Background: an optimization exercise with open tools, aiming at small area. Do not read the settings as production practice.
At most, simulation tests tie the RTL to the original design; equivalence was not proved.
No functional check of the RTL was part of runs 3 to 5.
Power is estimated from default activity; no workload was simulated.

## flow/run.sh

```bash
#!/bin/bash
# synth_recipe.tcl (not shown) runs the flow's synth.tcl, then flattens the netlist and writes it again
# the make line also repeats each setting of config.mk as NAME=value (left out here)
make -C /OpenROAD-flow-scripts/flow DESIGN_CONFIG=/design/flow/config.mk WORK_HOME=/design/flow/orfs CLKGATE_MAP_FILE= SYNTH_SCRIPT=/design/flow/synth_recipe.tcl finish
```

## flow/config.mk

```make
export PLATFORM = sky130hd
export DESIGN_NAME = swqd
export DESIGN_NICKNAME = swqd
export VERILOG_FILES = /design/flow/design.v
export SDC_FILE = /design/flow/constraint.sdc
export NUM_CORES = 4
export LEC_CHECK = 0
export CAP_MARGIN = 20
export CORE_MARGIN = 2
export CORE_UTILIZATION = 40
export PLACE_DENSITY = 0.6
export SLEW_MARGIN = 20
```

## flow/constraint.sdc

```tcl
create_clock -name core_clock -period 10.0 [get_ports {clk}]
set_input_delay 2.0000 -clock core_clock [delete_from_list [all_inputs] [get_ports {clk}]]
set_output_delay 2.0000 -clock core_clock [all_outputs]
set_load 0.01 [all_outputs]
```

## flow/design.v

```verilog
module swqd_sync #(
    parameter RST = 1
) (
    input  wire clk,
    input  wire rst,
    input  wire d,
    output wire q
);
    reg s1, s2;
    always @(posedge clk) begin
        if (RST && rst) begin
            s1 <= 1'b0;
            s2 <= 1'b0;
        end else begin
            s1 <= d;
            s2 <= s1;
        end
    end
    assign q = s2;
endmodule
module swqd_tpd (
    input  wire        clk,
    input  wire        rst,
    input  wire        us_tick,
    input  wire        start,          
    input  wire        line,           
    output wire        busy,
    output wire        drive_low,
    output reg  [5:0]  bitcnt,
    output wire        done,
    output wire [2:0]  result,
    output wire [2:0]  stage,
    output wire        fin,            
    output wire        ok,             
    output wire [39:0] frame,
    output wire [7:0]  calc
);
    localparam [3:0] IDLE      = 4'd0,
                     ACK1      = 4'd1,
                     ACK2      = 4'd2,
                     ACK3      = 4'd3,
                     BIT_RISE  = 4'd4,
                     BIT_FALL  = 4'd5,
                     BIT_DELAY = 4'd6,
                     RELEASE   = 4'd7,
                     START_LOW = 4'd8;
    localparam [2:0] OC_NONE = 3'd0,
                     OC_OK   = 3'd6,
                     OC_BAD  = 3'd7;
    reg [3:0]  state;
    reg [6:0]  cnt;
    reg [2:0]  oc;
    reg [39:0] shreg;
    assign busy      = (state != IDLE);
    assign drive_low = state[3];
    assign done   = (oc != OC_NONE);
    assign fin    = oc[2] & oc[1];
    assign ok     = fin & !oc[0];
    assign stage  = fin ? 3'd0 : oc;
    assign result = fin ? (oc[0] ? 3'd4 : 3'd1)
                        : (oc == 3'd0 ? 3'd0 : (oc[2] ? 3'd3 : 3'd2));
    assign frame = shreg;
    wire [7:0] b0 = shreg[39:32];
    wire [7:0] b1 = shreg[31:24];
    wire [7:0] b2 = shreg[23:16];
    wire [7:0] b3 = shreg[15:8];
    wire [7:0] b4 = shreg[7:0];
    assign calc = b0 + b1 + b2 + b3;
    wire [4:0] lfsr    = shreg[4:0];
    wire       lfsr_in = ~(lfsr[4] ^ lfsr[2]);
    localparam [4:0] LFSR_END = 5'd26;   
    wire tick     = us_tick;
    wire target   = ~state[0];         
    wire is_wait  = (state >= ACK1) && (state <= BIT_FALL);
    wire hit      = (line == target);
    wire budget   = (cnt == 7'd100);
    reg  [3:0] state_n;
    reg  [2:0] oc_n;
    reg        clr;                     
    reg        shift;
    reg        shin;
    reg        bitinc;
    always @(*) begin
        state_n = state;
        oc_n    = oc;
        clr     = 1'b0;
        shift   = 1'b0;
        shin    = line;
        bitinc  = 1'b0;
        case (state)
            START_LOW: begin
                if (cnt == 7'd127) begin
                    shift = 1'b1;
                    shin  = lfsr_in;
                end
                if (cnt == 7'd55 && lfsr == LFSR_END) begin
                    state_n = RELEASE;
                    clr     = 1'b1;
                end
            end
            RELEASE: begin
                if (cnt == 7'd29) begin
                    state_n = ACK1;
                    clr     = 1'b1;
                end
            end
            BIT_DELAY: begin
                if (cnt == 7'd39) begin
                    shift   = 1'b1;
                    bitinc  = 1'b1;
                    state_n = BIT_FALL;
                    clr     = 1'b1;
                end
            end
            IDLE: ;
            default: begin  
                if (hit) begin
                    clr = 1'b1;
                    if (state == BIT_FALL) begin
                        if (bitcnt == 6'd40) begin
                            state_n = IDLE;
                            oc_n    = (calc == b4) ? OC_OK : OC_BAD;
                        end else
                            state_n = BIT_RISE;
                    end else if (state == BIT_RISE)
                        state_n = BIT_DELAY;
                    else
                        state_n = state + 4'd1;
                end else if (budget) begin
                    clr     = 1'b1;
                    state_n = IDLE;
                    oc_n    = state[2:0];
                end
            end
        endcase
    end
    wire start_acc = start && (state == IDLE);
    always @(posedge clk) begin
        if (rst) begin
            state  <= IDLE;
            oc     <= OC_NONE;
            bitcnt <= 6'd0;
        end else if (start_acc) begin
            state  <= START_LOW;
            oc     <= OC_NONE;
            bitcnt <= 6'd0;
        end else if (tick) begin
            state  <= state_n;
            oc     <= oc_n;
            if (bitinc)
                bitcnt <= bitcnt + 6'd1;
        end
    end
    always @(posedge clk) begin
        if (state == IDLE || (tick && clr))
            cnt <= 7'd0;
        else if (tick)
            cnt <= cnt + 7'd1;
    end
    always @(posedge clk) begin
        if (start_acc && !rst)
            shreg[4:0] <= 5'd0;
        else if (tick && shift)
            shreg <= {shreg[38:0], shin};
    end
endmodule
module swqd_qd (
    input  wire       clk,
    input  wire       rst,
    input  wire       qd_tick,
    input  wire [3:0] pins,           
    input  wire       consume,        
    output reg  [3:0] snap,
    output reg        primed,
    output reg  [1:0] last_rot,
    output reg        last_edge,
    output reg  [1:0] menu_index,
    output reg        menu_pending
);
    wire a_rise   = primed && !snap[0] && pins[0];
    wire rot_pos  = a_rise &&  pins[1];
    wire rot_neg  = a_rise && !pins[1];
    wire btn_edge = primed && !snap[2] && pins[2];
    always @(posedge clk) begin
        if (rst) begin
            snap         <= 4'd0;
            primed       <= 1'b0;
            last_rot     <= 2'b00;
            last_edge    <= 1'b0;
            menu_index   <= 2'd0;
            menu_pending <= 1'b0;
        end else begin
            if (qd_tick) begin
                snap      <= pins;
                primed    <= 1'b1;
                last_rot  <= {rot_neg, a_rise};
                last_edge <= btn_edge;
                if (rot_pos && !menu_index[1])
                    menu_index <= {menu_index[0], !menu_index[0]};
                else if (rot_neg && (menu_index != 2'd0))
                    menu_index <= {1'b0, menu_index[1]};
            end
            if (qd_tick && btn_edge)
                menu_pending <= 1'b1;
            else if (consume)
                menu_pending <= 1'b0;
        end
    end
endmodule
module swqd (
    input  wire        clk,
    input  wire        rst,
    input  wire        us_tick,
    input  wire        qd_tick,
    input  wire        dq_in,
    output wire        dq_drive_low,
    input  wire        enc_a,
    input  wire        enc_b,
    input  wire        enc_btn,
    input  wire        enc_sw,
    input  wire        bus_sel,
    input  wire        bus_we,
    input  wire [3:0]  bus_addr,
    input  wire [15:0] bus_wdata,
    output reg  [15:0] bus_rdata
);
    localparam [3:0] A_CTRL         = 4'h0,
                     A_TPD_STATUS   = 4'h1,
                     A_FRAME_HUM    = 4'h2,
                     A_FRAME_TEMP   = 4'h3,
                     A_FRAME_CSUM   = 4'h4,
                     A_TEMP_SIGNED  = 4'h5,
                     A_QD_STATUS    = 4'h6,
                     A_MENU_STATE   = 4'h7,
                     A_MENU_CONSUME = 4'h8;
    wire       line;
    wire [3:0] pins;
    swqd_sync #(.RST(0)) u_sync_dq  (.clk(clk), .rst(rst), .d(dq_in),   .q(line));
    swqd_sync #(.RST(1)) u_sync_a   (.clk(clk), .rst(rst), .d(enc_a),   .q(pins[0]));
    swqd_sync #(.RST(1)) u_sync_b   (.clk(clk), .rst(rst), .d(enc_b),   .q(pins[1]));
    swqd_sync #(.RST(1)) u_sync_btn (.clk(clk), .rst(rst), .d(enc_btn), .q(pins[2]));
    swqd_sync #(.RST(1)) u_sync_sw  (.clk(clk), .rst(rst), .d(enc_sw),  .q(pins[3]));
    wire host_rd = bus_sel && !bus_we;
    wire host_wr = bus_sel &&  bus_we;
    wire start   = host_wr && (bus_addr == A_CTRL) && bus_wdata[0];
    wire consume = host_rd && (bus_addr == A_MENU_CONSUME);
    wire        tpd_busy;
    wire [5:0]  tpd_bitcnt;
    wire        tpd_done;
    wire [2:0]  tpd_result;
    wire [2:0]  tpd_stage;
    wire        tpd_fin;
    wire        tpd_ok;
    wire [39:0] frame;
    wire [7:0]  calc;
    swqd_tpd u_tpd (
        .clk       (clk),
        .rst       (rst),
        .us_tick   (us_tick),
        .start     (start),
        .line      (line),
        .busy      (tpd_busy),
        .drive_low (dq_drive_low),
        .bitcnt    (tpd_bitcnt),
        .done      (tpd_done),
        .result    (tpd_result),
        .stage     (tpd_stage),
        .fin       (tpd_fin),
        .ok        (tpd_ok),
        .frame     (frame),
        .calc      (calc)
    );
    wire [14:0] mag = frame[22:8];
    wire        neg = frame[23];
    wire [15:0] temp_signed = neg ? (16'd0 - {1'b0, mag}) : {1'b0, mag};
    wire [3:0] qd_snap;
    wire       qd_primed;
    wire [1:0] qd_last_rot;
    wire       qd_last_edge;
    wire [1:0] menu_index;
    wire       menu_pending;
    swqd_qd u_qd (
        .clk          (clk),
        .rst          (rst),
        .qd_tick      (qd_tick),
        .pins         (pins),
        .consume      (consume),
        .snap         (qd_snap),
        .primed       (qd_primed),
        .last_rot     (qd_last_rot),
        .last_edge    (qd_last_edge),
        .menu_index   (menu_index),
        .menu_pending (menu_pending)
    );
    always @(*) begin
        bus_rdata = 16'h0000;
        if (host_rd && !rst) begin
            case (bus_addr)
                A_TPD_STATUS:   bus_rdata = {2'b00, tpd_bitcnt, tpd_stage, tpd_result, tpd_done, tpd_busy};
                A_FRAME_HUM:    bus_rdata = tpd_fin ? frame[39:24] : 16'h0000;
                A_FRAME_TEMP:   bus_rdata = tpd_fin ? frame[23:8] : 16'h0000;
                A_FRAME_CSUM:   bus_rdata = tpd_fin ? {calc, frame[7:0]} : 16'h0000;
                A_TEMP_SIGNED:  bus_rdata = tpd_ok ? temp_signed : 16'h0000;
                A_QD_STATUS:    bus_rdata = {8'h00, qd_last_edge, qd_last_rot, qd_primed, qd_snap};
                A_MENU_STATE,
                A_MENU_CONSUME: bus_rdata = {7'b0, menu_pending, 6'b0, menu_index};
                default:        bus_rdata = 16'h0000;
            endcase
        end
    end
endmodule
```

==> results.sh, run 1 <==
export IMPL_synthCells=497
export IMPL_crit_type="in2out"
export IMPL_track_usage_pct=19.7
export IMPL_final_cell_area_sq_um=5750
export IMPL_tns_ns=0
export IMPL_fin_crit_sh_pct=69.6
export IMPL_max_freq_mhz=144
export IMPL_max_cap_viol_count=0
export IMPL_powerDensity_nw_per_um2=125
export IMPL_wl_mm=12.4
export IMPL_worst_pin_slew_ns=0.956
export IMPL_die_y_um=115
export IMPL_ant_nets=0
export IMPL_drt_initial_drc_count=412
export IMPL_synth_simple_area_share_pct=19.0
export IMPL_cts_tree="built"
export IMPL_grt_pass1_wl_mm=20.2
export IMPL_relSlewSlack_pct=36.1
export IMPL_drcViolationCount=0
export IMPL_internal_power_uw=564
export IMPL_startpoint="bus_addr[0]"
export IMPL_cpMostUsedCell="clkdlybuf4s50_1"
export IMPL_cp_start_kind="input port"
export IMPL_timing_rr_start="u_tpd.shreg[17]$_DFFE_PP_"
export IMPL_final_core_util_pct=47.7
export IMPL_clockBufferDepth=2
export IMPL_port_buffers=32
export IMPL_gr_total_overflow=0
export IMPL_vias=3978
export IMPL_crit_fanout=16
export IMPL_syn_nets=559
export IMPL_synth_flop_cell="dfxtp_1"
export IMPL_power_total_uw=719
export IMPL_hp_start="u_sync_dq.s1$_DFF_P_"
export IMPL_avgRoutedWirePerCell_um=17.8
export IMPL_finalWeightedCongestion=0.883
export IMPL_required_ns=8.00
export IMPL_end_kind="output port"
export IMPL_synth_seq_area_share_pct=39.8
export IMPL_swShare_pct=21.6
export IMPL_core_area_sq_um=12100
export IMPL_cpPeakStageDelay_ns=0.82
export IMPL_dp_hpwl_mm=8.95
export IMPL_grt_pass1_vias=3828
export IMPL_synth_top_family_by_area="simple AND/OR/NAND/NOR gates"
export IMPL_layout_nets=586
export IMPL_vias_per_cell=5.71
export IMPL_die_area_sq_um=13300
export IMPL_dpl_worst_slack_ns=3.00
export IMPL_synth_edf_count=35
export IMPL_root_buffer="clkbuf_16"
export IMPL_hp_class="reg2reg"
export IMPL_synth_xor_area_share_pct=7.98
export IMPL_yosysUniqueCellTypes=74
export IMPL_mostFrequentLayoutCells="nor2_1 (51), dfxtp_1 (46), edfxtp_1 (35)"
export IMPL_post_cts_buffers=0
export IMPL_ctsHoldBuffers=0
export IMPL_finalSetupViolCount=0
export IMPL_vdd_drop_max_mv=0.0686
export IMPL_cts_sinks=81
export IMPL_placed_area_sq_um=5440
export IMPL_power_frac_seq_pct=48.4
export IMPL_path_cells="clkdlybuf4s50_1, nor3_1, xor2_1, or4b_1, a41oi_1, clkdlybuf4s50_1"
export IMPL_power_switching_uw=155
export IMPL_drt_pre_antenna_iters=5
export IMPL_synth_mux_area_share_pct=2.25
export IMPL_syn_cell_area_sq_um=4960
export IMPL_place_inst=681
export IMPL_die_w_um=115
export IMPL_synthAdderAreaFrac_pct=9.95
export IMPL_finalMaxSlewViolations=0
export IMPL_critical_path_arrival_ns=4.96
export IMPL_synth_compound_area_share_pct=17.2
export IMPL_final_layout_size_suffix_gt1_share_pct=8.13
export IMPL_insertion_delay_ns=0.34
export IMPL_fin_ws_ns=3.04
export IMPL_p_leak_nw=2.14
export IMPL_final_hold_violation_count=0
export IMPL_clock_skew_ns=0.00874
export IMPL_grt_max_degree=36
export IMPL_antenna_found_initial=0
export IMPL_rsz0062_at_grt="false"
export IMPL_numCtsBuffers=9
export IMPL_rows=40
export IMPL_syn_to_final_growth_pct=16.1
export IMPL_clk_pin_slew_ns=0.06
export IMPL_n_antenna_cell=0
export IMPL_fin_crit_ns=6.96
export IMPL_outcome="timing/DRC/antenna clean"
export IMPL_final_cell_count_no_fill=697
export IMPL_yosys_warnings=5
export IMPL_io_pins=48
export IMPL_cts_resized=0
export IMPL_combPwrFrac_pct=4.4
export IMPL_start_util_pct=41.1
export IMPL_timing_hold_ws_ns=0.331
export IMPL_final_common_cell="nor2_1"
export IMPL_ys_ff_latch=81
export IMPL_synthArstFlopShare_pct=0
export IMPL_syn_avg_cell_area_sq_um=9.97
export IMPL_slowest_stage="or4b_1"
export IMPL_clock_power_share_pct=47.2
export IMPL_h_tree_depth=3
==> sequential cells by signal (all words and copies together), names as in the netlist <==
name	flops
u_tpd.shreg	40
u_tpd.cnt	7
u_tpd.bitcnt	6
u_qd.snap	4
u_tpd.state	4
u_tpd.oc	3
u_qd.last_rot	2
u_qd.menu_index	2
u_qd.last_edge	1
u_qd.menu_pending	1
u_qd.primed	1
u_sync_a.s1	1
u_sync_a.s2	1
u_sync_b.s1	1
u_sync_b.s2	1
u_sync_btn.s1	1
u_sync_btn.s2	1
u_sync_dq.s1	1
u_sync_dq.s2	1
u_sync_sw.s1	1
u_sync_sw.s2	1
==> power groups by stage <==
stage          clock [mW]  sequential [mW]  combinational [mW]
6_report            0.339            0.348              0.0320
5_1_grt             0.360            0.348              0.0350
4_1_cts             0.347            0.348              0.0321
3_5_place_dp            0            0.355              0.0319
3_3_place_gp            0            0.355              0.0310
2_1_floorplan           0            0.354              0.0195
==> layer usage <==
layer	vias to the layer above	part of all wire [%]	GRT usage, %
li1	1882	-	-
met1	1920	46	28.1
met2	160	45	29.2
met3	16	6.6	3.53
met4	0	1.9	8.51
met5	-	0	0
==> synthesized netlist by cell type, drive strengths merged, types with 5 or more instances <==
cell	instances	area, sq um
inv	29	109
a21o	6	45.0
clkbuf	14	53.8
nor2	51	191
nor2b	14	95.1
a221oi	6	58.8
nand4b	5	43.8
buf	6	30.0
o31ai	5	37.5
o21ai	18	90.1
dfxtp	46	921
xnor2	20	175
a21oi	27	135
nand2b	7	51.3
edfxtp	35	1050
mux2i	10	100
xor2	19	174
a22oi	5	37.5
a222oi	8	80.1
nor3	15	103
nand4	8	50.1
nand3	9	45.0
nand2	32	120
ha	17	213
fa	14	280
==> final cells by class <==
cell class                 instances  area [sq um]
clock inverter                     3          20.0
fill                            1121          6310
inverter                          29           109
tap                              168           210
sequential                        81          1970
timing repair buffer              36           350
multi-input combinational        367          2800
clock buffer                      13           293
==> worst paths after layout <==
check | to | slack (ns) | cells past startpoint
worst max-delay path | bus_rdata[1] | 3.04 | 6
worst min register to register | u_sync_dq.s2$_DFF_P_ | 0.33 | 0
worst max register to register | u_tpd.oc[0]$_SDFFE_PP0P_ | 6.33 | 13
worst min-delay path | u_sync_dq.s2$_DFF_P_ | 0.33 | 0
==> logic make-up (layout without fill, tap and decap cells) <==
kind of cell / Yosys count / in the layout
and+or+nand+nor: 170 / 170
muxes: 11 / 11
buffers and inverters: 49 / 81
AOI/OAI and AO/OA: 114 / 114
adders and majority gates: 31 / 31
DFF: 81 / 81
xor gates and xnor gates: 41 / 41
==> critical path, delay by kind of cell <==
kind	cells	cell delay, ns
XOR/XNOR	1	0.12
buffers and inverters	2	1.13
AO/OA/AOI/OAI	1	0.34
AND/OR/NAND/NOR	2	1.35
==> run 2: changes to the inputs <==
--- a/flow/config.mk
+++ b/flow/config.mk
@@ -5,6 +5,7 @@
 export SDC_FILE = /design/flow/constraint.sdc
 export NUM_CORES = 4
 export LEC_CHECK = 0
+export ABC_AREA = 1
 export CAP_MARGIN = 20
 export CORE_MARGIN = 2
 export CORE_UTILIZATION = 40
==> results.sh, run 2 <==
export IMPL_fill_cells=1290
export IMPL_rsz0062_at_grt="false"
export IMPL_ys_ff_latch=81
export IMPL_synth_top_area_share_pct=20.2
export IMPL_post_synth_top_count_cell="nand2_1"
export IMPL_final_cell_area_sq_um=5980
export IMPL_yosys_warnings=5
export IMPL_syn_cell_area_sq_um=5200
export IMPL_track_usage_pct=21.7
export IMPL_wl_met1_mm=6.62
export IMPL_vdd_drop_max_mv=0.115
export IMPL_fin_crit_sh_pct=68.2
export IMPL_grt_pass1_vias=4509
export IMPL_ys_top_cells_by_area="edfxtp_1 (20%), dfxtp_1 (18%), nand2_1 (10%)"
export IMPL_drt_pre_antenna_iters=5
export IMPL_port_buffers=32
export IMPL_synthCells=688
export IMPL_vias_per_cell=5.33
export IMPL_io_pins=48
export IMPL_max_cap_viol_count=0
export IMPL_die_w_um=118
export IMPL_start_util_pct=41.0
export IMPL_crit_fanout=13
export IMPL_avgRoutedWirePerCell_um=16.1
export IMPL_max_freq_mhz=147
export IMPL_timing_hold_ws_ns=0.329
export IMPL_synthArstFlopShare_pct=0
export IMPL_clockBufferDepth=2
export IMPL_wl_met2_mm=6.56
export IMPL_final_hold_violation_count=0
export IMPL_die_y_um=118
export IMPL_powerDensity_nw_per_um2=121
export IMPL_grt_max_degree=43
export IMPL_final_common_cell="nand2_1"
export IMPL_post_cts_buffers=0
export IMPL_ant_nets=0
export IMPL_worst_pin_slew_ns=0.773
export IMPL_cts_tree="built"
export IMPL_dpl_worst_slack_ns=3.24
export IMPL_outcome="timing/DRC/antenna clean"
export IMPL_synth_flop_cell="dfxtp_1"
export IMPL_ctsHoldBuffers=0
export IMPL_fin_ws_ns=3.18
export IMPL_drcViolationCount=0
export IMPL_tns_ns=0
export IMPL_cts_resized=0
export IMPL_path_buf_inv=4
export IMPL_n_antenna_cell=0
export IMPL_finalMaxSlewViolations=0
export IMPL_finalWeightedCongestion=0.950
export IMPL_grt_pass1_wl_mm=23.6
export IMPL_p_leak_nw=2.50
export IMPL_yosysUniqueCellTypes=42
export IMPL_critical_path_arrival_ns=4.82
export IMPL_cp_top_family="buffers and inverters"
export IMPL_largest_reg_flops=40
export IMPL_clk_pin_slew_ns=0.07
export IMPL_dp_hpwl_mm=11.2
export IMPL_hp_class="reg2reg"
export IMPL_synth_seq_area_share_pct=37.9
export IMPL_finalSetupViolCount=0
export IMPL_rows=41
export IMPL_yosys_top_cells_count="nand2_1 (144), inv_1 (111), nor2_1 (60)"
export IMPL_end_kind="output port"
export IMPL_vias=4785
export IMPL_top_register="u_tpd.shreg"
export IMPL_root_buffer="clkbuf_16"
export IMPL_drt_initial_drc_count=582
export IMPL_gr_total_overflow=0
export IMPL_synth_edf_count=35
export IMPL_relSlewSlack_pct=48.0
export IMPL_numCtsBuffers=9
export IMPL_slowest_stage="nor3_1"
export IMPL_cts_sinks=81
export IMPL_antenna_found_initial=0
export IMPL_syn_nets=750
export IMPL_final_core_util_pct=47.2
export IMPL_h_tree_depth=3
export IMPL_crit_type="in2out"
export IMPL_insertion_delay_ns=0.35
export IMPL_mostFrequentLayoutCells="nand2_1 (144), inv_1 (111), nor2_1 (60)"
export IMPL_cp_start_kind="input port"
export IMPL_yosys_area_top_type="edfxtp_1"
export IMPL_die_area_sq_um=13900
export IMPL_syn_to_final_growth_pct=14.9
export IMPL_layout_nets=783
export IMPL_reg_largest_list="u_tpd.shreg x40, u_tpd.cnt x7, u_tpd.bitcnt x6"
export IMPL_syn_avg_cell_area_sq_um=7.56
export IMPL_core_area_sq_um=12700
export IMPL_wl_mm=14.4
export IMPL_fin_crit_ns=6.82
export IMPL_required_ns=8.00
export IMPL_path_cells="clkdlybuf4s50_1, inv_1, nor3_1, inv_1, a21oi_1, o2111ai_1, nand2_1, clkdlybuf4s50_1"
export IMPL_routed_top_layer="met4"
export IMPL_clock_skew_ns=0.0100
export IMPL_placed_area_sq_um=5690
export IMPL_wl_met3_um=993
export IMPL_cpPeakStageDelay_ns=0.60
export IMPL_final_layout_size_suffix_gt1_share_pct=6.06
[run 2: cell types whose count changed after synthesis, moves of 8 or more]
cell / change
xnor2_1: -16
o21ai_0: +16
o22ai_1: +8
nor2b_1: -13
nand2_1: +112
nor2_1: +9
nand3_1: +47
inv_1: +82
mux2i_1: -10
inv_2: +8
a222oi_1: -8
a21oi_1: +19
[run 2: area by class of cell]
type                       count  area (sq um)  area share, %
inverter                     119           447           7.47
timing repair buffer          34           335           5.61
clock inverter                 5          36.3          0.607
sequential                    81          1970           33.0
multi-input combinational    476          2720           45.5
clock buffer                  11           253           4.23
tap                          172           215           3.60
[run 2: power by group]
group / total [mW] / switching [mW] / internal [mW]
clock: 0.325 / 0.142 / 0.183
sequential: 0.354 / 0.00534 / 0.349
combinational: 0.0413 / 0.0257 / 0.0156
total: 0.721 / 0.173 / 0.548
[run 2: kinds of logic (layout without fill, tap and decap cells)]
kind of cell | count (synthesis) | in the layout | synth area share [%]
buffers and inverters | 131 | 169 | 9.79
DFF | 81 | 81 | 37.9
AOI/OAI and AO/OA | 123 | 123 | 14.1
xor gates and xnor gates | 16 | 16 | 2.69
adders and majority gates | 31 | 31 | 9.48
and+or+nand+nor | 306 | 306 | 26.1
[run 2: metal layers]
layer  up-vias  track usage [%]
li1       2339                -
met1      2241             30.0
met2       183             33.7
met3        22             5.43
met4         0             5.80
met5         -                0
[run 2: final timing paths]
path / start / end / slack, ns / cells after the start
setup / recovery: bus_sel / bus_rdata[15] / 3.18 / 8
hold / removal: u_sync_dq.s1$_DFF_P_ / u_sync_dq.s2$_DFF_P_ / 0.33 / 0
setup reg to reg: u_tpd.shreg[17]$_DFFE_PP_ / u_tpd.oc[0]$_SDFFE_PP0P_ / 6.63 / 17
hold reg to reg: u_sync_dq.s1$_DFF_P_ / u_sync_dq.s2$_DFF_P_ / 0.33 / 0
[run 2: stage by stage]
step / power (mW) / std cells
final: 0.721 / 898
after CTS: 0.726 / 898
after detailed placement: 0.402 / 882
after floorplan: 0.386 / 688
after global placement: 0.402 / 882
after global routing: 0.748 / 898
==> run 3: changes to the inputs <==
--- a/flow/design.v
+++ b/flow/design.v
@@ -33,7 +33,7 @@
     output wire        fin,            
     output wire        ok,             
     output wire [39:0] frame,
-    output wire [7:0]  calc
+    output reg  [7:0]  calc
 );
     localparam [3:0] IDLE      = 4'd0,
                      ACK1      = 4'd1,
@@ -47,6 +47,12 @@
     localparam [2:0] OC_NONE = 3'd0,
                      OC_OK   = 3'd6,
                      OC_BAD  = 3'd7;
+    localparam [6:0] C_29  = 7'd97,
+                     C_39  = 7'd105,
+                     C_78  = 7'd73,
+                     C_100 = 7'd22,
+                     C_126 = 7'd64;    
+    localparam [4:0] L_23  = 5'd26;
     reg [3:0]  state;
     reg [6:0]  cnt;
     reg [2:0]  oc;
@@ -60,54 +66,47 @@
     assign result = fin ? (oc[0] ? 3'd4 : 3'd1)
                         : (oc == 3'd0 ? 3'd0 : (oc[2] ? 3'd3 : 3'd2));
     assign frame = shreg;
-    wire [7:0] b0 = shreg[39:32];
-    wire [7:0] b1 = shreg[31:24];
-    wire [7:0] b2 = shreg[23:16];
-    wire [7:0] b3 = shreg[15:8];
-    wire [7:0] b4 = shreg[7:0];
-    assign calc = b0 + b1 + b2 + b3;
     wire [4:0] lfsr    = shreg[4:0];
     wire       lfsr_in = ~(lfsr[4] ^ lfsr[2]);
-    localparam [4:0] LFSR_END = 5'd26;   
+    wire [6:0] cnt_inc = {cnt[5:0], ~(cnt[6] ^ cnt[5])};
     wire tick     = us_tick;
     wire target   = ~state[0];         
-    wire is_wait  = (state >= ACK1) && (state <= BIT_FALL);
     wire hit      = (line == target);
-    wire budget   = (cnt == 7'd100);
+    wire budget   = (cnt == C_100);
     reg  [3:0] state_n;
     reg  [2:0] oc_n;
     reg        clr;                     
     reg        shift;
     reg        shin;
-    reg        bitinc;
+    reg        sample;
     always @(*) begin
         state_n = state;
         oc_n    = oc;
         clr     = 1'b0;
         shift   = 1'b0;
         shin    = line;
-        bitinc  = 1'b0;
+        sample  = 1'b0;
         case (state)
             START_LOW: begin
-                if (cnt == 7'd127) begin
+                if (cnt == C_126) begin
                     shift = 1'b1;
                     shin  = lfsr_in;
                 end
-                if (cnt == 7'd55 && lfsr == LFSR_END) begin
+                if (cnt == C_78 && lfsr == L_23) begin
                     state_n = RELEASE;
                     clr     = 1'b1;
                 end
             end
             RELEASE: begin
-                if (cnt == 7'd29) begin
+                if (cnt == C_29) begin
                     state_n = ACK1;
                     clr     = 1'b1;
                 end
             end
             BIT_DELAY: begin
-                if (cnt == 7'd39) begin
+                if (cnt == C_39) begin
                     shift   = 1'b1;
-                    bitinc  = 1'b1;
+                    sample  = 1'b1;
                     state_n = BIT_FALL;
                     clr     = 1'b1;
                 end
@@ -119,7 +118,7 @@
                     if (state == BIT_FALL) begin
                         if (bitcnt == 6'd40) begin
                             state_n = IDLE;
-                            oc_n    = (calc == b4) ? OC_OK : OC_BAD;
+                            oc_n    = (calc == shreg[7:0]) ? OC_OK : OC_BAD;
                         end else
                             state_n = BIT_RISE;
                     end else if (state == BIT_RISE)
@@ -135,6 +134,7 @@
         endcase
     end
     wire start_acc = start && (state == IDLE);
+    wire add_byte  = sample && (bitcnt[2:0] == 3'd0) && (bitcnt[5:3] != 3'd0);
     always @(posedge clk) begin
         if (rst) begin
             state  <= IDLE;
@@ -147,7 +147,7 @@
         end else if (tick) begin
             state  <= state_n;
             oc     <= oc_n;
-            if (bitinc)
+            if (sample)
                 bitcnt <= bitcnt + 6'd1;
         end
     end
@@ -155,14 +155,20 @@
         if (state == IDLE || (tick && clr))
             cnt <= 7'd0;
         else if (tick)
-            cnt <= cnt + 7'd1;
+            cnt <= cnt_inc;
     end
     always @(posedge clk) begin
-        if (start_acc && !rst)
+        if (start_acc)
             shreg[4:0] <= 5'd0;
         else if (tick && shift)
             shreg <= {shreg[38:0], shin};
     end
+    always @(posedge clk) begin
+        if (start_acc)
+            calc <= 8'd0;
+        else if (tick && add_byte)
+            calc <= calc + shreg[7:0];
+    end
 endmodule
 module swqd_qd (
     input  wire       clk,
@@ -272,7 +278,15 @@
     );
     wire [14:0] mag = frame[22:8];
     wire        neg = frame[23];
-    wire [15:0] temp_signed = neg ? (16'd0 - {1'b0, mag}) : {1'b0, mag};
+    wire [14:0] below;                  
+    assign below[0] = 1'b0;
+    genvar gi;
+    generate
+        for (gi = 1; gi < 15; gi = gi + 1) begin : g_below
+            assign below[gi] = below[gi-1] | mag[gi-1];
+        end
+    endgenerate
+    wire [15:0] temp_signed = {neg & (below[14] | mag[14]), mag ^ ({15{neg}} & below)};
     wire [3:0] qd_snap;
     wire       qd_primed;
     wire [1:0] qd_last_rot;
--- a/flow/config.mk
+++ b/flow/config.mk
@@ -5,9 +5,11 @@
 export SDC_FILE = /design/flow/constraint.sdc
 export NUM_CORES = 4
 export LEC_CHECK = 0
-export ABC_AREA = 1
 export CAP_MARGIN = 20
 export CORE_MARGIN = 2
 export CORE_UTILIZATION = 40
+export CTS_BUF_LIST = sky130_fd_sc_hd__clkbuf_8
+export CTS_CLUSTER_DIAMETER = 60
+export CTS_CLUSTER_SIZE = 20
 export PLACE_DENSITY = 0.6
 export SLEW_MARGIN = 20
==> results.sh, run 3 <==
export IMPL_outcome="timing/DRC/antenna clean"
export IMPL_yosysUniqueCellTypes=59
export IMPL_die_area_sq_um=12700
export IMPL_required_ns=8.00
export IMPL_die_y_um=113
export IMPL_rsz0062_at_grt="false"
export IMPL_place_inst=651
export IMPL_io_pins=48
export IMPL_grt_pass1_vias=3696
export IMPL_yosys_top_cells_count="nor2_1 (63), dfxtp_1 (54), nand2_1 (36)"
export IMPL_start_util_pct=41.1
export IMPL_max_freq_mhz=143
export IMPL_crit_type="in2out"
export IMPL_reg_largest_list="u_tpd.shreg x40, u_tpd.calc x8, u_tpd.cnt x7"
export IMPL_largest_reg_flops=40
export IMPL_ctsHoldBuffers=0
export IMPL_hp_class="reg2reg"
export IMPL_rr_worst_depth=7
export IMPL_syn_cell_area_sq_um=4710
export IMPL_holdPathEnd="u_sync_dq.s2$_DFF_P_"
export IMPL_drcViolationCount=0
export IMPL_vdd_drop_max_mv=0.0849
export IMPL_yosys_area_top_type="dfxtp_1"
export IMPL_yosys_warnings=5
export IMPL_final_layout_size_suffix_gt1_share_pct=4.97
export IMPL_syn_avg_cell_area_sq_um=9.49
export IMPL_synthArstFlopShare_pct=0
export IMPL_finalSetupViolCount=0
export IMPL_fin_crit_sh_pct=69.9
export IMPL_multi_input_area_sq_um=2440
export IMPL_layout_nets=564
export IMPL_root_buffer="clkbuf_8"
export IMPL_final_common_cell="nor2_1"
export IMPL_drt_initial_drc_count=392
export IMPL_clockBufferDepth=2
export IMPL_synth_seq_area_share_pct=45.2
export IMPL_crit_fanout=10
export IMPL_regArea_sq_um=2130
export IMPL_synth_top_area_share_pct=22.9
export IMPL_hp_start="u_sync_dq.s1$_DFF_P_"
export IMPL_post_cts_buffers=0
export IMPL_syn_nets=542
export IMPL_ys_ff_latch=89
export IMPL_r2r_end="u_tpd.shreg[3]$_SDFFE_PP0P_"
export IMPL_end_kind="output port"
export IMPL_synth_edf_count=35
export IMPL_rrSetupSlack_ns=7.08
export IMPL_fill_cells=1106
export IMPL_track_usage_pct=19.4
export IMPL_syn_to_final_growth_pct=12.6
export IMPL_core_area_sq_um=11500
export IMPL_vias=3884
export IMPL_ys_top_cells_by_area="dfxtp_1 (23%), edfxtp_1 (22%), nor2_1 (5.0%)"
export IMPL_antenna_found_initial=0
export IMPL_cts_resized=0
export IMPL_mostFrequentLayoutCells="nor2_1 (63), dfxtp_1 (54), nand2_1 (36)"
export IMPL_ant_nets=0
export IMPL_synthCells=497
export IMPL_grt_pass1_wl_mm=19.5
export IMPL_grt_max_degree=43
export IMPL_cts_tree="built"
export IMPL_clk_pin_slew_ns=0.08
export IMPL_wl_mm=11.9
export IMPL_tns_ns=0
export IMPL_cts_sinks=89
export IMPL_vias_per_cell=5.83
export IMPL_final_cell_count_no_fill=666
export IMPL_clock_skew_ns=0.0123
export IMPL_top_register="u_tpd.shreg"
export IMPL_final_hold_violation_count=0
export IMPL_synth_flop_cell="dfxtp_1"
export IMPL_n_antenna_cell=0
export IMPL_post_synth_top_count_cell="nor2_1"
export IMPL_dp_hpwl_mm=8.52
export IMPL_avgRoutedWirePerCell_um=17.8
export IMPL_fin_crit_ns=6.99
export IMPL_powerDensity_nw_per_um2=118
export IMPL_port_buffers=32
export IMPL_holdPathStages=0
export IMPL_numCtsBuffers=9
export IMPL_drt_pre_antenna_iters=7
export IMPL_cp_start_kind="input port"
export IMPL_p_leak_nw=1.84
export IMPL_relSlewSlack_pct=32.4
export IMPL_timing_rr_start="u_tpd.state[0]$_SDFFE_PP0P_"
export IMPL_finalMaxSlewViolations=0
export IMPL_gr_total_overflow=0
export IMPL_worst_pin_slew_ns=1.01
export IMPL_critical_path_arrival_ns=4.99
export IMPL_rows=39
export IMPL_max_cap_viol_count=0
export IMPL_die_w_um=113
export IMPL_h_tree_depth=3
export IMPL_finalWeightedCongestion=0.884
export IMPL_insertion_delay_ns=0.37
run 3: metal layers:
layer  routed length, um  track usage (%)  up-vias
li1                    -                -     1889
met1                5610             26.9     1871
met2                5520             31.1      111
met3                 573             4.59       13
met4                 151             4.31        0
met5                   0                0        -
run 3: cell families (layout without fill, tap and decap cells):
group	after synthesis	count (layout)	synth area share, %
buffers and inverters	38	64	3.05
flip-flops	89	89	45.2
adder cells (fa/ha/maj)	15	15	4.09
XOR/XNOR	25	25	4.64
multiplexers	20	20	4.27
AND/OR/NAND/NOR	197	197	22.0
AO/OA/AOI/OAI	113	113	16.7
run 3: how the worst max path moves through the flow:
stage	end	startpoint	cells past startpoint
3_5_place_dp	bus_rdata[4]	bus_addr[3]	7
4_1_cts	bus_rdata[4]	bus_addr[3]	7
2_1_floorplan	bus_rdata[8]	bus_addr[0]	7
5_1_grt	bus_rdata[4]	bus_addr[3]	7
6_report	bus_rdata[4]	bus_addr[3]	7
3_3_place_gp	bus_rdata[4]	bus_addr[3]	7
run 3: where the power goes:
| part | internal [mW] | switching (mW) | leakage [nW] |
|---|---|---|---|
| clock network | 0.0920 | 0.124 | 0.0971 |
| registers | 0.377 | 0.00372 | 0.770 |
| logic | 0.0138 | 0.0178 | 0.974 |
| total | 0.483 | 0.146 | 1.84 |
run 3: final cells by class:
| type | count | share of cell area, % |
|---|---|---|
| timing repair buffer | 35 | 6.46 |
| multi-input combinational | 370 | 46.1 |
| tap | 143 | 3.37 |
| sequential | 89 | 40.2 |
| clock buffer | 10 | 2.59 |
| clock inverter | 5 | 0.377 |
| inverter | 14 | 0.990 |
run 3: worst max-delay path, cell delays in order:
cell and delay [ns]:
clkdlybuf4s50_1 0.62, nand2b_1 0.34, or3_1 0.39, nor2_1 0.60
a22oi_1 0.20, a21oi_1 0.23, clkdlybuf4s50_1 0.60
run 3: metrics by stage:
stage / hold slack, ns / power [mW] / utilization (%) / worst slack, ns / area, sq um
4_1_cts: 0.335 / 0.634 / 46.3 / 3.02 / 5310
6_report: 0.331 / 0.629 / 46.3 / 3.01 / 5310
5_1_grt: 0.340 / 0.654 / 46.3 / 2.83 / 5310
3_3_place_gp: 0.313 / 0.420 / 44.9 / 3.00 / 5150
2_1_floorplan: 0.310 / 0.408 / - / 4.47 / 4710
3_5_place_dp: 0.316 / 0.421 / 44.9 / 3.03 / 5150
==> run 4: changes to the inputs <==
--- a/flow/config.mk
+++ b/flow/config.mk
@@ -8,8 +8,8 @@
 export CAP_MARGIN = 20
 export CORE_MARGIN = 2
 export CORE_UTILIZATION = 40
-export CTS_BUF_LIST = sky130_fd_sc_hd__clkbuf_8
-export CTS_CLUSTER_DIAMETER = 60
-export CTS_CLUSTER_SIZE = 20
+export CTS_BUF_LIST = sky130_fd_sc_hd__clkbuf_16
+export CTS_CLUSTER_DIAMETER = 500
+export CTS_CLUSTER_SIZE = 100
 export PLACE_DENSITY = 0.6
 export SLEW_MARGIN = 20
==> results.sh, run 4 <==
export IMPL_outcome="timing/DRC/antenna clean"
export IMPL_post_cts_buffers=0
export IMPL_max_freq_mhz=142
export IMPL_finalMaxSlewViolations=0
export IMPL_cpMostUsedCell="clkdlybuf4s50_1"
export IMPL_largest_reg_flops=40
export IMPL_yosysUniqueCellTypes=59
export IMPL_end_kind="output port"
export IMPL_timing_hold_ws_ns=0.326
export IMPL_fin_crit_sh_pct=70.5
export IMPL_antenna_found_initial=0
export IMPL_core_area_sq_um=11500
export IMPL_clock_power_share_pct=41.7
export IMPL_ant_nets=0
export IMPL_ys_ff_latch=89
export IMPL_clk_pin_slew_ns=0.06
export IMPL_synthAdderAreaFrac_pct=4.09
export IMPL_cpPeakStageDelay_ns=0.64
export IMPL_syn_nets=542
export IMPL_cp_top_family="simple AND/OR/NAND/NOR gates"
export IMPL_gr_total_overflow=0
export IMPL_grt_max_degree=43
export IMPL_placed_area_sq_um=5150
export IMPL_drt_pre_antenna_iters=5
export IMPL_p_leak_nw=1.88
export IMPL_final_cell_count_no_fill=666
export IMPL_die_y_um=113
export IMPL_yosys_top_cells_count="nor2_1 (63), dfxtp_1 (54), nand2_1 (36)"
export IMPL_fin_crit_ns=7.05
export IMPL_synth_edf_count=35
export IMPL_cts_resized=0
export IMPL_place_inst=651
export IMPL_syn_avg_cell_area_sq_um=9.49
export IMPL_ys_top_cells_by_area="dfxtp_1 (23%), edfxtp_1 (22%), nor2_1 (5.0%)"
export IMPL_ctsHoldBuffers=0
export IMPL_clock_skew_ns=0.00741
export IMPL_power_switching_uw=154
export IMPL_start_util_pct=41.1
export IMPL_finalSetupViolCount=0
export IMPL_synth_flop_cell="dfxtp_1"
export IMPL_swShare_pct=21.8
export IMPL_slowest_stage="nor2_1"
export IMPL_rsz0062_at_grt="false"
export IMPL_grt_pass1_wl_mm=19.5
export IMPL_drt_initial_drc_count=425
export IMPL_clockBufferDepth=2
export IMPL_crit_fanout=10
export IMPL_max_cap_viol_count=0
export IMPL_die_area_sq_um=12700
export IMPL_final_common_cell="nor2_1"
export IMPL_yosys_warnings=5
export IMPL_grt_met2_usage_pct=31.1
export IMPL_reg_largest_list="u_tpd.shreg x40, u_tpd.calc x8, u_tpd.cnt x7"
export IMPL_synth_simple_area_share_pct=22.0
export IMPL_post_synth_top_count_cell="nor2_1"
export IMPL_use_met3_pct=3.56
export IMPL_cts_sinks=89
export IMPL_synth_top_area_share_pct=22.9
export IMPL_hp_class="reg2reg"
export IMPL_relSlewSlack_pct=32.6
export IMPL_vias=3874
export IMPL_root_buffer="clkbuf_16"
export IMPL_cts_tree="built"
export IMPL_final_layout_size_suffix_gt1_share_pct=4.78
export IMPL_crit_type="in2out"
export IMPL_wl_mm=11.8
export IMPL_finalWeightedCongestion=0.884
export IMPL_mostFrequentLayoutCells="nor2_1 (63), dfxtp_1 (54), nand2_1 (36)"
export IMPL_top_register="u_tpd.shreg"
export IMPL_synth_top_family_by_area="simple AND/OR/NAND/NOR gates"
export IMPL_synth_mux_area_share_pct=4.27
export IMPL_synth_seq_area_share_pct=45.2
export IMPL_synthArstFlopShare_pct=0
export IMPL_avgRoutedWirePerCell_um=17.8
export IMPL_numCtsBuffers=9
export IMPL_dp_hpwl_mm=8.52
export IMPL_synthCells=497
export IMPL_insertion_delay_ns=0.34
export IMPL_port_buffers=32
export IMPL_internal_power_uw=554
export IMPL_final_hold_violation_count=0
export IMPL_required_ns=8.00
export IMPL_layout_nets=564
export IMPL_combPwrFrac_pct=4.4
export IMPL_cp_start_kind="input port"
export IMPL_vdd_drop_max_mv=0.0791
export IMPL_yosys_area_top_type="dfxtp_1"
export IMPL_synth_xor_area_share_pct=4.64
export IMPL_top_usage_layer="met2"
export IMPL_worst_pin_slew_ns=1.00
export IMPL_tns_ns=0
export IMPL_path_buf_inv=2
export IMPL_synth_compound_area_share_pct=16.7
export IMPL_io_pins=48
export IMPL_syn_cell_area_sq_um=4710
export IMPL_drcViolationCount=0
export IMPL_n_antenna_cell=0
export IMPL_met1_usage_pct=27.0
export IMPL_die_w_um=113
export IMPL_track_usage_pct=19.5
export IMPL_syn_to_final_growth_pct=14.5
export IMPL_powerDensity_nw_per_um2=131
export IMPL_critical_path_arrival_ns=5.05
export IMPL_grt_pass1_vias=3683
export IMPL_final_cell_area_sq_um=5400
export IMPL_power_frac_seq_pct=53.9
export IMPL_rrSetupSlack_ns=7.08
export IMPL_rows=39
export IMPL_h_tree_depth=3
export IMPL_path_cells="clkdlybuf4s50_1, nand2b_1, or3_1, nor2_1, a22oi_1, a21oi_1, clkdlybuf4s50_1"
export IMPL_vias_per_cell=5.82
export IMPL_final_core_util_pct=47.1
==> run 4: stage by stage <==
step | worst slack, ns | power [mW]
CTS | 3.02 | 0.715
finish | 2.95 | 0.708
detailed placement | 3.03 | 0.421
global route | 2.83 | 0.734
global placement | 3.00 | 0.420
floorplan | 4.47 | 0.408
==> run 4: power groups by stage <==
stage | clock network (mW) | registers (mW) | logic (mW)
2_1_floorplan | 0 | 0.388 | 0.0202
3_3_place_gp | 0 | 0.389 | 0.0310
3_5_place_dp | 0 | 0.390 | 0.0314
4_1_cts | 0.303 | 0.381 | 0.0315
5_1_grt | 0.317 | 0.382 | 0.0352
6_report | 0.295 | 0.381 | 0.0315
==> run 4: logic make-up (layout without fill, tap and decap cells) <==
family / count (synthesis) / after routing
buffers and inverters: 38 / 64
flip-flops: 89 / 89
XOR/XNOR: 25 / 25
AO/OA/AOI/OAI: 113 / 113
adder cells (fa/ha/maj): 15 / 15
multiplexers: 20 / 20
AND/OR/NAND/NOR: 197 / 197
==> run 4: worst register-to-register path, delay by kind of cell, from the launching register on <==
kind,cells,cell delay [ns]
DFF,1,0.39
muxes,1,0.28
adders and majority gates,1,0.21
buffers and inverters,1,0.14
AOI/OAI and AO/OA,1,0.92
and+or+nand+nor,3,0.85
==> run 4: area by class of cell <==
type                    count  area (sq um)
repair buffers             35           343
clock buffers               9           225
fillers                  1102          6070
clock inverters             6          23.8
well taps                 143           179
inverters                  14          52.6
flip-flops and latches     89          2130
multi-input cells         370          2440
==> run 4: final timing paths <==
kind / startpoint / to / cells past startpoint
max reg2reg: u_tpd.state[0]$_SDFFE_PP0P_ / u_tpd.shreg[4]$_SDFFE_PP0P_ / 7
min: u_sync_dq.s1$_DFF_P_ / u_sync_dq.s2$_DFF_P_ / 0
max: bus_addr[3] / bus_rdata[4] / 7
min reg2reg: u_sync_dq.s1$_DFF_P_ / u_sync_dq.s2$_DFF_P_ / 0
==> run 4: layer usage <==
layer	vias to the layer above	share of wire (%)
met3	14	4.8
met2	116	46
met1	1853	47
li1	1891	-
met5	-	0
met4	0	1.4
==> run 5: changes to the inputs <==
==> flow/flow/run.sh (new file) <==
#!/bin/bash
# The standard layout (standard.sh) with three changes:
#  - synthesis maps the logic with an area-oriented ABC script
#    (flow/abc_area.script, used in place of ORFS's abc_speed.script);
#  - every port is still buffered, but with buf_1 cells;
#  - CTS builds the tree from clkbuf_8 cells, without dummy loads.
# Each step's full output goes to a log file in this folder; ORFS's own
# per-step logs are under orfs/logs/.
set -euo pipefail
W=$(pwd)

# Synthesis: a copy of ORFS's scripts with the area ABC script swapped in.
rm -rf "$W/scripts_area"
mkdir -p "$W/scripts_area"
cp -r "$FLOW_HOME/scripts/." "$W/scripts_area/"
cp "$W/flow/abc_area.script" "$W/scripts_area/abc_speed.script"
SCRIPTS_DIR="$W/scripts_area" bash "$W/standard.sh" synth > "$W/run_synth.log" 2>&1

# Floorplan to the final layout with ORFS's own scripts.
export BUFFER_PORTS_ARGS="-buffer_cell sky130_fd_sc_hd__buf_1"
export CTS_ARGS="-sink_clustering_enable -repair_clock_nets -buf_list sky130_fd_sc_hd__clkbuf_8 -dont_use_dummy_load"
bash "$W/standard.sh" > "$W/run_layout.log" 2>&1
==> flow/flow/abc_area.script (new file) <==
&get -n
&st
&deepsyn -T 60
&dch
&nf -a
&put
==> flow/standard.sh (new file) <==
#!/bin/bash
# synth_recipe.tcl (not shown) runs the flow's synth.tcl, then flattens the netlist and writes it again
# the make line also repeats each setting of config.mk as NAME=value (left out here)
make -C /OpenROAD-flow-scripts/flow DESIGN_CONFIG=/design/flow/config.mk WORK_HOME=/design/flow/orfs CLKGATE_MAP_FILE= SYNTH_SCRIPT=/design/flow/synth_recipe.tcl "${@:-finish}"
--- a/flow/config.mk
+++ b/flow/config.mk
@@ -8,8 +8,5 @@
 export CAP_MARGIN = 20
 export CORE_MARGIN = 2
 export CORE_UTILIZATION = 40
-export CTS_BUF_LIST = sky130_fd_sc_hd__clkbuf_16
-export CTS_CLUSTER_DIAMETER = 500
-export CTS_CLUSTER_SIZE = 100
 export PLACE_DENSITY = 0.6
 export SLEW_MARGIN = 20
removed: flow/run.sh
==> results.sh, run 5 <==
export IMPL_drcViolationCount=0
export IMPL_grt_max_degree=42
export IMPL_io_pins=48
export IMPL_synth_top_area_share_pct=26.4
export IMPL_crit_fanout=15
export IMPL_synth_xor_area_share_pct=4.06
export IMPL_h_tree_depth=3
export IMPL_rsz0062_at_grt="false"
export IMPL_regArea_sq_um=2130
export IMPL_hp_class="reg2reg"
export IMPL_cp_top_family="simple AND/OR/NAND/NOR gates"
export IMPL_final_core_util_pct=46.0
export IMPL_final_hold_violation_count=0
export IMPL_mostFrequentLayoutCells="dfxtp_1 (54), nand2_1 (40), edfxtp_1 (35)"
export IMPL_critical_path_arrival_ns=4.22
export IMPL_finalWeightedCongestion=0.852
export IMPL_syn_avg_cell_area_sq_um=10.3
export IMPL_p_leak_nw=1.73
export IMPL_post_cts_buffers=0
export IMPL_holdPathStages=0
export IMPL_ant_nets=0
export IMPL_slowest_stage="nor3b_1"
export IMPL_required_ns=8.00
export IMPL_synth_compound_area_share_pct=19.0
export IMPL_insertion_delay_ns=0.36
export IMPL_synth_flop_cell="dfxtp_1"
export IMPL_clk_pin_slew_ns=0.08
export IMPL_synthAdderAreaFrac_pct=4.46
export IMPL_outcome="timing/DRC/antenna clean"
export IMPL_post_synth_top_count_cell="dfxtp_1"
export IMPL_n_antenna_cell=0
export IMPL_finalMaxSlewViolations=0
export IMPL_synthArstFlopShare_pct=0
export IMPL_finalSetupViolCount=0
export IMPL_cp_depth=8
export IMPL_start_util_pct=41.6
export IMPL_rr_worst_depth=9
export IMPL_place_inst=566
export IMPL_grt_pass1_wl_mm=15.5
export IMPL_cp_start_kind="input port"
export IMPL_fin_crit_sh_pct=62.2
export IMPL_syn_cell_area_sq_um=4100
export IMPL_clock_skew_ns=0.0338
export IMPL_multi_input_area_sq_um=1930
export IMPL_port_buffers=32
export IMPL_synth_top_family_by_area="compound AO/OA/AOI/OAI gates"
export IMPL_clockBufferDepth=2
export IMPL_synthCells=398
export IMPL_root_buffer="clkbuf_8"
export IMPL_cts_sinks=89
export IMPL_max_freq_mhz=161
export IMPL_gr_total_overflow=0
export IMPL_yosys_area_top_type="dfxtp_1"
export IMPL_synth_seq_area_share_pct=52.0
export IMPL_path_cells="buf_1, nor3b_1, nor3b_1, nand2_1, o21ai_0, a221oi_1, o21ai_0, buf_1"
export IMPL_avgRoutedWirePerCell_um=16.7
export IMPL_die_w_um=105
export IMPL_synth_edf_count=35
export IMPL_vias_per_cell=5.70
export IMPL_yosys_top_cells_count="dfxtp_1 (54), nand2_1 (40), edfxtp_1 (35)"
export IMPL_synth_mux_area_share_pct=0.275
export IMPL_path_buf_inv=2
export IMPL_vdd_drop_max_mv=0.0677
export IMPL_grt_pass1_vias=3016
export IMPL_ys_top_cells_by_area="dfxtp_1 (26%), edfxtp_1 (26%), ha_1 (4.0%)"
export IMPL_drt_pre_antenna_iters=6
export IMPL_rows=36
export IMPL_layout_nets=489
export IMPL_reg_largest_list="u_tpd.shreg x40, u_tpd.calc x8, u_tpd.cnt x7"
export IMPL_crit_type="in2out"
export IMPL_cts_tree="built"
export IMPL_fill_cells=921
export IMPL_numCtsBuffers=9
export IMPL_final_common_cell="dfxtp_1"
export IMPL_worst_pin_slew_ns=1.03
export IMPL_syn_nets=443
export IMPL_tns_ns=0
export IMPL_powerDensity_nw_per_um2=128
export IMPL_relSlewSlack_pct=31.1
export IMPL_fin_crit_ns=6.22
export IMPL_max_cap_viol_count=0
export IMPL_track_usage_pct=17.7
export IMPL_wl_mm=9.58
export IMPL_core_area_sq_um=9860
export IMPL_drt_initial_drc_count=214
export IMPL_die_y_um=105
export IMPL_largest_reg_flops=40
export IMPL_ys_ff_latch=89
export IMPL_rrSetupSlack_ns=7.18
export IMPL_ctsHoldBuffers=0
export IMPL_die_area_sq_um=11100
export IMPL_end_kind="output port"
export IMPL_yosys_warnings=5
export IMPL_syn_to_final_growth_pct=10.8
export IMPL_cts_resized=0
export IMPL_synth_simple_area_share_pct=19.0
export IMPL_final_layout_size_suffix_gt1_share_pct=3.17
export IMPL_yosysUniqueCellTypes=49
export IMPL_top_register="u_tpd.shreg"
export IMPL_final_cell_count_no_fill=575
export IMPL_dp_hpwl_mm=6.98
export IMPL_vias=3276
export IMPL_antenna_found_initial=0
export IMPL_cpPeakStageDelay_ns=0.87
run 5: worst register-to-register path, stage by stage, from the launching register on:
cell and delay [ns]:
dfxtp_1 0.40, clkinv_1 0.11, ha_1 0.19, nand2b_1 0.08
nor2_1 0.20, nand4_1 0.12, nor4_1 0.64, or2_0 0.67
o21bai_1 0.21, a21oi_1 0.05
run 5: metal layers:
layer  up-vias  part of all wire [%]  wire [um]  track usage (%)
met2        89                    44       4240             25.2
met3        11                   4.7        452             4.45
met4         0                  0.83         79             4.48
met1      1565                    50       4810             26.6
met5         -                     0          0                0
li1       1611                     -          -                -
run 5: cell type report:
class,instances,share of cell area (%)
Clock buffer,9,2.73
Tap cell,133,3.66
Timing Repair Buffer,35,3.14
Sequential cell,89,46.9
Inverter,13,1.07
Multi-Input combinational cell,296,42.5
run 5: final timing paths:
path | from | end
min | u_sync_dq.s1$_DFF_P_ | u_sync_dq.s2$_DFF_P_
max reg2reg | u_tpd.state[0]$_SDFFE_PP0P_ | u_tpd.bitcnt[3]$_SDFFE_PP0P_
min reg2reg | u_sync_dq.s1$_DFF_P_ | u_sync_dq.s2$_DFF_P_
max | rst | bus_rdata[6]
run 5: logic make-up (layout without fill, tap and decap cells):
group                    count (synthesis)  in the layout
AO/OA/AOI/OAI                          110            110
XOR/XNOR                                19             19
adder cells (fa/ha/maj)                 14             14
buffers and inverters                   13             57
flip-flops                              89             89
multiplexers                             1              1
AND/OR/NAND/NOR                        152            152
run 5: stage by stage:
| stage | hold slack (ns) | setup WS [ns] | power [mW] | instance area (sq um) |
|---|---|---|---|---|
| 6_report | 0.336 | 3.78 | 0.583 | 4540 |
| 5_1_grt | 0.349 | 3.52 | 0.606 | 4540 |
| 4_1_cts | 0.343 | 3.43 | 0.588 | 4530 |
| 3_5_place_dp | 0.323 | 3.47 | 0.399 | 4410 |
| 3_3_place_gp | 0.314 | 3.48 | 0.399 | 4410 |
| 2_1_floorplan | 0.310 | 4.27 | 0.392 | 4100 |
run 5: power breakdown:
group / switching, mW / leakage (nW) / total [mW] / internal [mW]
clock: 0.112 / 0.0647 / 0.193 / 0.0807
sequential: 0.00176 / 0.845 / 0.378 / 0.377
combinational: 0.00776 / 0.823 / 0.0125 / 0.00469
==> run 6: changes to the inputs <==
--- a/flow/design.v
+++ b/flow/design.v
@@ -35,130 +35,123 @@
     output wire [39:0] frame,
     output reg  [7:0]  calc
 );
-    localparam [3:0] IDLE      = 4'd0,
-                     ACK1      = 4'd1,
-                     ACK2      = 4'd2,
-                     ACK3      = 4'd3,
-                     BIT_RISE  = 4'd4,
-                     BIT_FALL  = 4'd5,
-                     BIT_DELAY = 4'd6,
-                     RELEASE   = 4'd7,
-                     START_LOW = 4'd8;
-    localparam [2:0] OC_NONE = 3'd0,
-                     OC_OK   = 3'd6,
-                     OC_BAD  = 3'd7;
+    localparam [3:0] START_LOW = 4'b1000,
+                     ACK1      = 4'b1001,
+                     ACK2      = 4'b1010,
+                     ACK3      = 4'b1011,
+                     BIT_RISE  = 4'b1100,
+                     BIT_FALL  = 4'b1101,
+                     RELEASE   = 4'b1110,
+                     BIT_DELAY = 4'b1111;
+    localparam [3:0] IDLE_NONE = 4'b0000,
+                     IDLE_OK   = 4'b0110,
+                     IDLE_BAD  = 4'b0111;
     localparam [6:0] C_29  = 7'd97,
                      C_39  = 7'd105,
                      C_78  = 7'd73,
                      C_100 = 7'd22,
                      C_126 = 7'd64;    
     localparam [4:0] L_23  = 5'd26;
-    reg [3:0]  state;
+    reg [3:0]  s;
     reg [6:0]  cnt;
-    reg [2:0]  oc;
     reg [39:0] shreg;
-    assign busy      = (state != IDLE);
-    assign drive_low = state[3];
-    assign done   = (oc != OC_NONE);
-    assign fin    = oc[2] & oc[1];
-    assign ok     = fin & !oc[0];
-    assign stage  = fin ? 3'd0 : oc;
-    assign result = fin ? (oc[0] ? 3'd4 : 3'd1)
-                        : (oc == 3'd0 ? 3'd0 : (oc[2] ? 3'd3 : 3'd2));
+    assign busy      = s[3];
+    assign drive_low = (s == START_LOW);
+    assign done   = !s[3] && (s[2:0] != 3'd0);
+    assign fin    = !s[3] && s[2] && s[1];
+    assign ok     = fin && !s[0];
+    assign stage  = (s[3] || fin) ? 3'd0 : s[2:0];
+    assign result = s[3]          ? 3'd0 :
+                    fin           ? (s[0] ? 3'd4 : 3'd1) :
+                    (s[2:0] == 3'd0) ? 3'd0 :
+                    s[2]          ? 3'd3 : 3'd2;
     assign frame = shreg;
     wire [4:0] lfsr    = shreg[4:0];
     wire       lfsr_in = ~(lfsr[4] ^ lfsr[2]);
     wire [6:0] cnt_inc = {cnt[5:0], ~(cnt[6] ^ cnt[5])};
     wire tick     = us_tick;
-    wire target   = ~state[0];         
+    wire target   = ~s[0];             
     wire hit      = (line == target);
     wire budget   = (cnt == C_100);
-    reg  [3:0] state_n;
-    reg  [2:0] oc_n;
+    reg  [3:0] s_n;
     reg        clr;                     
     reg        shift;
     reg        shin;
     reg        sample;
     always @(*) begin
-        state_n = state;
-        oc_n    = oc;
-        clr     = 1'b0;
-        shift   = 1'b0;
-        shin    = line;
-        sample  = 1'b0;
-        case (state)
+        s_n    = s;
+        clr    = 1'b0;
+        shift  = 1'b0;
+        shin   = line;
+        sample = 1'b0;
+        case (s)
             START_LOW: begin
                 if (cnt == C_126) begin
                     shift = 1'b1;
                     shin  = lfsr_in;
                 end
                 if (cnt == C_78 && lfsr == L_23) begin
-                    state_n = RELEASE;
-                    clr     = 1'b1;
+                    s_n = RELEASE;
+                    clr = 1'b1;
                 end
             end
             RELEASE: begin
                 if (cnt == C_29) begin
-                    state_n = ACK1;
-                    clr     = 1'b1;
+                    s_n = ACK1;
+                    clr = 1'b1;
                 end
             end
             BIT_DELAY: begin
                 if (cnt == C_39) begin
-                    shift   = 1'b1;
-                    sample  = 1'b1;
-                    state_n = BIT_FALL;
-                    clr     = 1'b1;
+                    shift  = 1'b1;
+                    sample = 1'b1;
+                    s_n    = BIT_FALL;
+                    clr    = 1'b1;
                 end
             end
-            IDLE: ;
-            default: begin  
+            ACK1, ACK2, ACK3, BIT_RISE, BIT_FALL: begin
                 if (hit) begin
                     clr = 1'b1;
-                    if (state == BIT_FALL) begin
-                        if (bitcnt == 6'd40) begin
-                            state_n = IDLE;
-                            oc_n    = (calc == shreg[7:0]) ? OC_OK : OC_BAD;
-                        end else
-                            state_n = BIT_RISE;
-                    end else if (state == BIT_RISE)
-                        state_n = BIT_DELAY;
+                    if (s == BIT_FALL) begin
+                        if (bitcnt == 6'd40)
+                            s_n = (calc == shreg[7:0]) ? IDLE_OK : IDLE_BAD;
+                        else
+                            s_n = BIT_RISE;
+                    end else if (s == BIT_RISE)
+                        s_n = BIT_DELAY;
                     else
-                        state_n = state + 4'd1;
+                        s_n = s + 4'd1;
                 end else if (budget) begin
-                    clr     = 1'b1;
-                    state_n = IDLE;
-                    oc_n    = state[2:0];
+                    clr = 1'b1;
+                    s_n = {1'b0, s[2:0]};    
                 end
             end
+            default: ;   
         endcase
     end
-    wire start_acc = start && (state == IDLE);
+    wire start_acc = start && !s[3];
     wire add_byte  = sample && (bitcnt[2:0] == 3'd0) && (bitcnt[5:3] != 3'd0);
     always @(posedge clk) begin
         if (rst) begin
-            state  <= IDLE;
-            oc     <= OC_NONE;
+            s      <= IDLE_NONE;
             bitcnt <= 6'd0;
         end else if (start_acc) begin
-            state  <= START_LOW;
-            oc     <= OC_NONE;
+            s      <= START_LOW;
             bitcnt <= 6'd0;
         end else if (tick) begin
-            state  <= state_n;
-            oc     <= oc_n;
+            s <= s_n;
             if (sample)
                 bitcnt <= bitcnt + 6'd1;
         end
     end
     always @(posedge clk) begin
-        if (state == IDLE || (tick && clr))
+        if (!s[3] || (tick && clr))
             cnt <= 7'd0;
         else if (tick)
             cnt <= cnt_inc;
     end
     always @(posedge clk) begin
-        if (start_acc)
+        if (start_acc && !rst)
             shreg[4:0] <= 5'd0;
         else if (tick && shift)
             shreg <= {shreg[38:0], shin};
==> flow/flow/abc_area.script (replaced) <==
&get -n
&st
&deepsyn -T 60
&dch -f
&nf -a -R 1000
&put
==> results.sh, run 6 <==
export IMPL_outcome="timing/DRC/antenna clean"
export IMPL_syn_cell_area_sq_um=4030
export IMPL_ys_top_cells_by_area="edfxtp_1 (26%), dfxtp_1 (25%), ha_1 (4.0%)"
export IMPL_io_pins=48
export IMPL_drt_initial_drc_count=213
export IMPL_vias=3343
export IMPL_grt_max_degree=42
export IMPL_clockBufferDepth=2
export IMPL_synthCells=399
export IMPL_required_ns=8.00
export IMPL_clk_pin_slew_ns=0.06
export IMPL_root_buffer="clkbuf_8"
export IMPL_mostFrequentLayoutCells="dfxtp_1 (51), nand2_1 (36), edfxtp_1 (35)"
export IMPL_path_buf_inv=2
export IMPL_antenna_found_initial=0
export IMPL_rsz0062_at_grt="false"
export IMPL_crit_type="in2out"
export IMPL_fin_crit_ns=6.89
export IMPL_final_layout_size_suffix_gt1_share_pct=2.94
export IMPL_yosys_area_top_type="edfxtp_1"
export IMPL_crit_fanout=15
export IMPL_synth_simple_area_share_pct=18.4
export IMPL_finalMaxSlewViolations=0
export IMPL_end_kind="output port"
export IMPL_regArea_sq_um=2070
export IMPL_cts_resized=0
export IMPL_tns_ns=0
export IMPL_cts_tree="built"
export IMPL_synth_seq_area_share_pct=51.5
export IMPL_n_antenna_cell=0
export IMPL_wl_mm=9.89
export IMPL_synth_top_area_share_pct=26.1
export IMPL_grt_pass1_vias=3151
export IMPL_grt_pass1_wl_mm=16.0
export IMPL_multi_input_area_sq_um=1890
export IMPL_post_synth_top_count_cell="dfxtp_1"
export IMPL_core_area_sq_um=9770
export IMPL_synth_compound_area_share_pct=20.9
export IMPL_cp_top_family="simple AND/OR/NAND/NOR gates"
export IMPL_reg_largest_list="u_tpd.shreg x40, u_tpd.calc x8, u_tpd.cnt x7"
export IMPL_cts_sinks=86
export IMPL_h_tree_depth=3
export IMPL_power_total_uw=571
export IMPL_p_leak_nw=1.54
export IMPL_final_common_cell="dfxtp_1"
export IMPL_relSlewSlack_pct=37.6
export IMPL_yosys_top_cells_count="dfxtp_1 (51), nand2_1 (36), edfxtp_1 (35)"
export IMPL_track_usage_pct=18.4
export IMPL_final_core_util_pct=45.6
export IMPL_drt_pre_antenna_iters=7
export IMPL_vias_per_cell=5.81
export IMPL_synthArstFlopShare_pct=0
export IMPL_cpMostUsedCell="buf_1"
export IMPL_max_freq_mhz=145
export IMPL_avgRoutedWirePerCell_um=17.2
export IMPL_gr_total_overflow=0
export IMPL_die_area_sq_um=10900
export IMPL_critical_path_arrival_ns=4.89
export IMPL_syn_nets=444
export IMPL_clock_skew_ns=0.0261
export IMPL_post_cts_buffers=0
export IMPL_top_register="u_tpd.shreg"
export IMPL_cp_start_kind="input port"
export IMPL_path_cells="buf_1, nand2b_1, or3_1, nor3_1, or2_0, nand2_1, mux2_1, a31oi_1, buf_1"
export IMPL_die_y_um=104
export IMPL_vdd_drop_max_mv=0.0792
export IMPL_powerDensity_nw_per_um2=128
export IMPL_die_w_um=104
export IMPL_synth_top_family_by_area="compound AO/OA/AOI/OAI gates"
export IMPL_final_hold_violation_count=0
export IMPL_fill_cells=977
export IMPL_syn_to_final_growth_pct=10.7
export IMPL_hp_class="reg2reg"
export IMPL_fin_crit_sh_pct=68.9
export IMPL_layout_nets=489
export IMPL_worst_pin_slew_ns=0.928
export IMPL_drcViolationCount=0
export IMPL_ctsHoldBuffers=0
export IMPL_synth_edf_count=35
export IMPL_ys_ff_latch=86
export IMPL_max_cap_viol_count=0
export IMPL_synth_flop_cell="dfxtp_1"
export IMPL_port_buffers=32
export IMPL_dp_hpwl_mm=7.25
export IMPL_cpPeakStageDelay_ns=0.78
export IMPL_slowest_stage="or2_0"
export IMPL_rows=36
export IMPL_final_cell_area_sq_um=4460
export IMPL_synth_mux_area_share_pct=0.808
export IMPL_synthAdderAreaFrac_pct=4.54
export IMPL_placed_area_sq_um=4330
export IMPL_yosys_warnings=5
export IMPL_start_util_pct=41.2
export IMPL_finalSetupViolCount=0
export IMPL_syn_avg_cell_area_sq_um=10.1
export IMPL_largest_reg_flops=40
export IMPL_finalWeightedCongestion=0.857
export IMPL_ant_nets=0
export IMPL_yosysUniqueCellTypes=47
export IMPL_numCtsBuffers=9
export IMPL_insertion_delay_ns=0.36
export IMPL_synth_xor_area_share_pct=2.18
[run 6: changes by cell type after synthesis, moves of 4 or more]
| cell | change |
|---|---|
| nand4b_1 | +4 |
| nand3_1 | +5 |
| nor3_1 | +4 |
| or3_1 | +4 |
| and3_1 | -5 |
| nand2b_1 | +4 |
| a31oi_1 | +12 |
| a22oi_1 | +5 |
| nand2_1 | -4 |
| clkinv_1 | +5 |
| nor2b_1 | -5 |
| xor2_1 | -7 |
| o21ai_0 | -8 |
[run 6: area by class of cell]
type	count	area share, %
multi-input cells	295	42.4
inverters	18	1.52
clock buffers	9	2.78
flip-flops and latches	86	46.5
well taps	133	3.73
repair buffers	34	3.03
[run 6: routing by layer]
layer | up-vias | GRT usage [%] | wire length [um]
li1 | 1630 | - | -
met1 | 1600 | 24.9 | 4760
met2 | 98 | 29.8 | 4480
met3 | 15 | 2.94 | 466
met4 | 0 | 6.85 | 188
met5 | - | 0 | 0
[run 6: where the power goes]
part / internal [mW] / switching, mW / total, mW
combinational: 0.00470 / 0.00944 / 0.0141
clock: 0.0807 / 0.110 / 0.190
sequential: 0.365 / 0.00172 / 0.366
total: 0.450 / 0.121 / 0.571
[run 6: worst paths after layout]
kind	from	to	slack, ns	depth (start not counted)
max reg2reg	u_tpd.s[2]$_SDFFE_PP0P_	u_tpd.shreg[0]$_SDFFE_PP0P_	6.98	8
max	bus_addr[0]	bus_rdata[9]	3.11	9
min	u_sync_dq.s1$_DFF_P_	u_sync_dq.s2$_DFF_P_	0.33	0
min reg2reg	u_sync_dq.s1$_DFF_P_	u_sync_dq.s2$_DFF_P_	0.33	0
[run 6: worst register-to-register path, stage by stage (launching register included)]
cell	delay [ns]
dfxtp_1	0.62
nand4_1	0.15
nor4_1	0.47
nand3_1	0.23
nor2_1	0.40
a21o_1	0.13
buf_4	0.44
nor2_1	0.22
a22o_1	0.26
[run 6: cell families (layout without fill, tap and decap cells)]
kind of cell / Yosys count / after routing
AND/OR/NAND/NOR: 149 / 149
AO/OA/AOI/OAI: 119 / 119
flip-flops: 86 / 86
buffers and inverters: 18 / 61
adder cells (fa/ha/maj): 14 / 14
XOR/XNOR: 10 / 10
multiplexers: 3 / 3
[run 6: metrics by stage]
stage / setup WS [ns] / instances / hold slack (ns)
floorplan: 4.09 / 399 / 0.310
global placement: 3.22 / 566 / 0.310
detailed placement: 3.15 / 566 / 0.312
CTS: 3.16 / 575 / 0.327
global route: 2.92 / 575 / 0.342
finish: 3.11 / 575 / 0.327
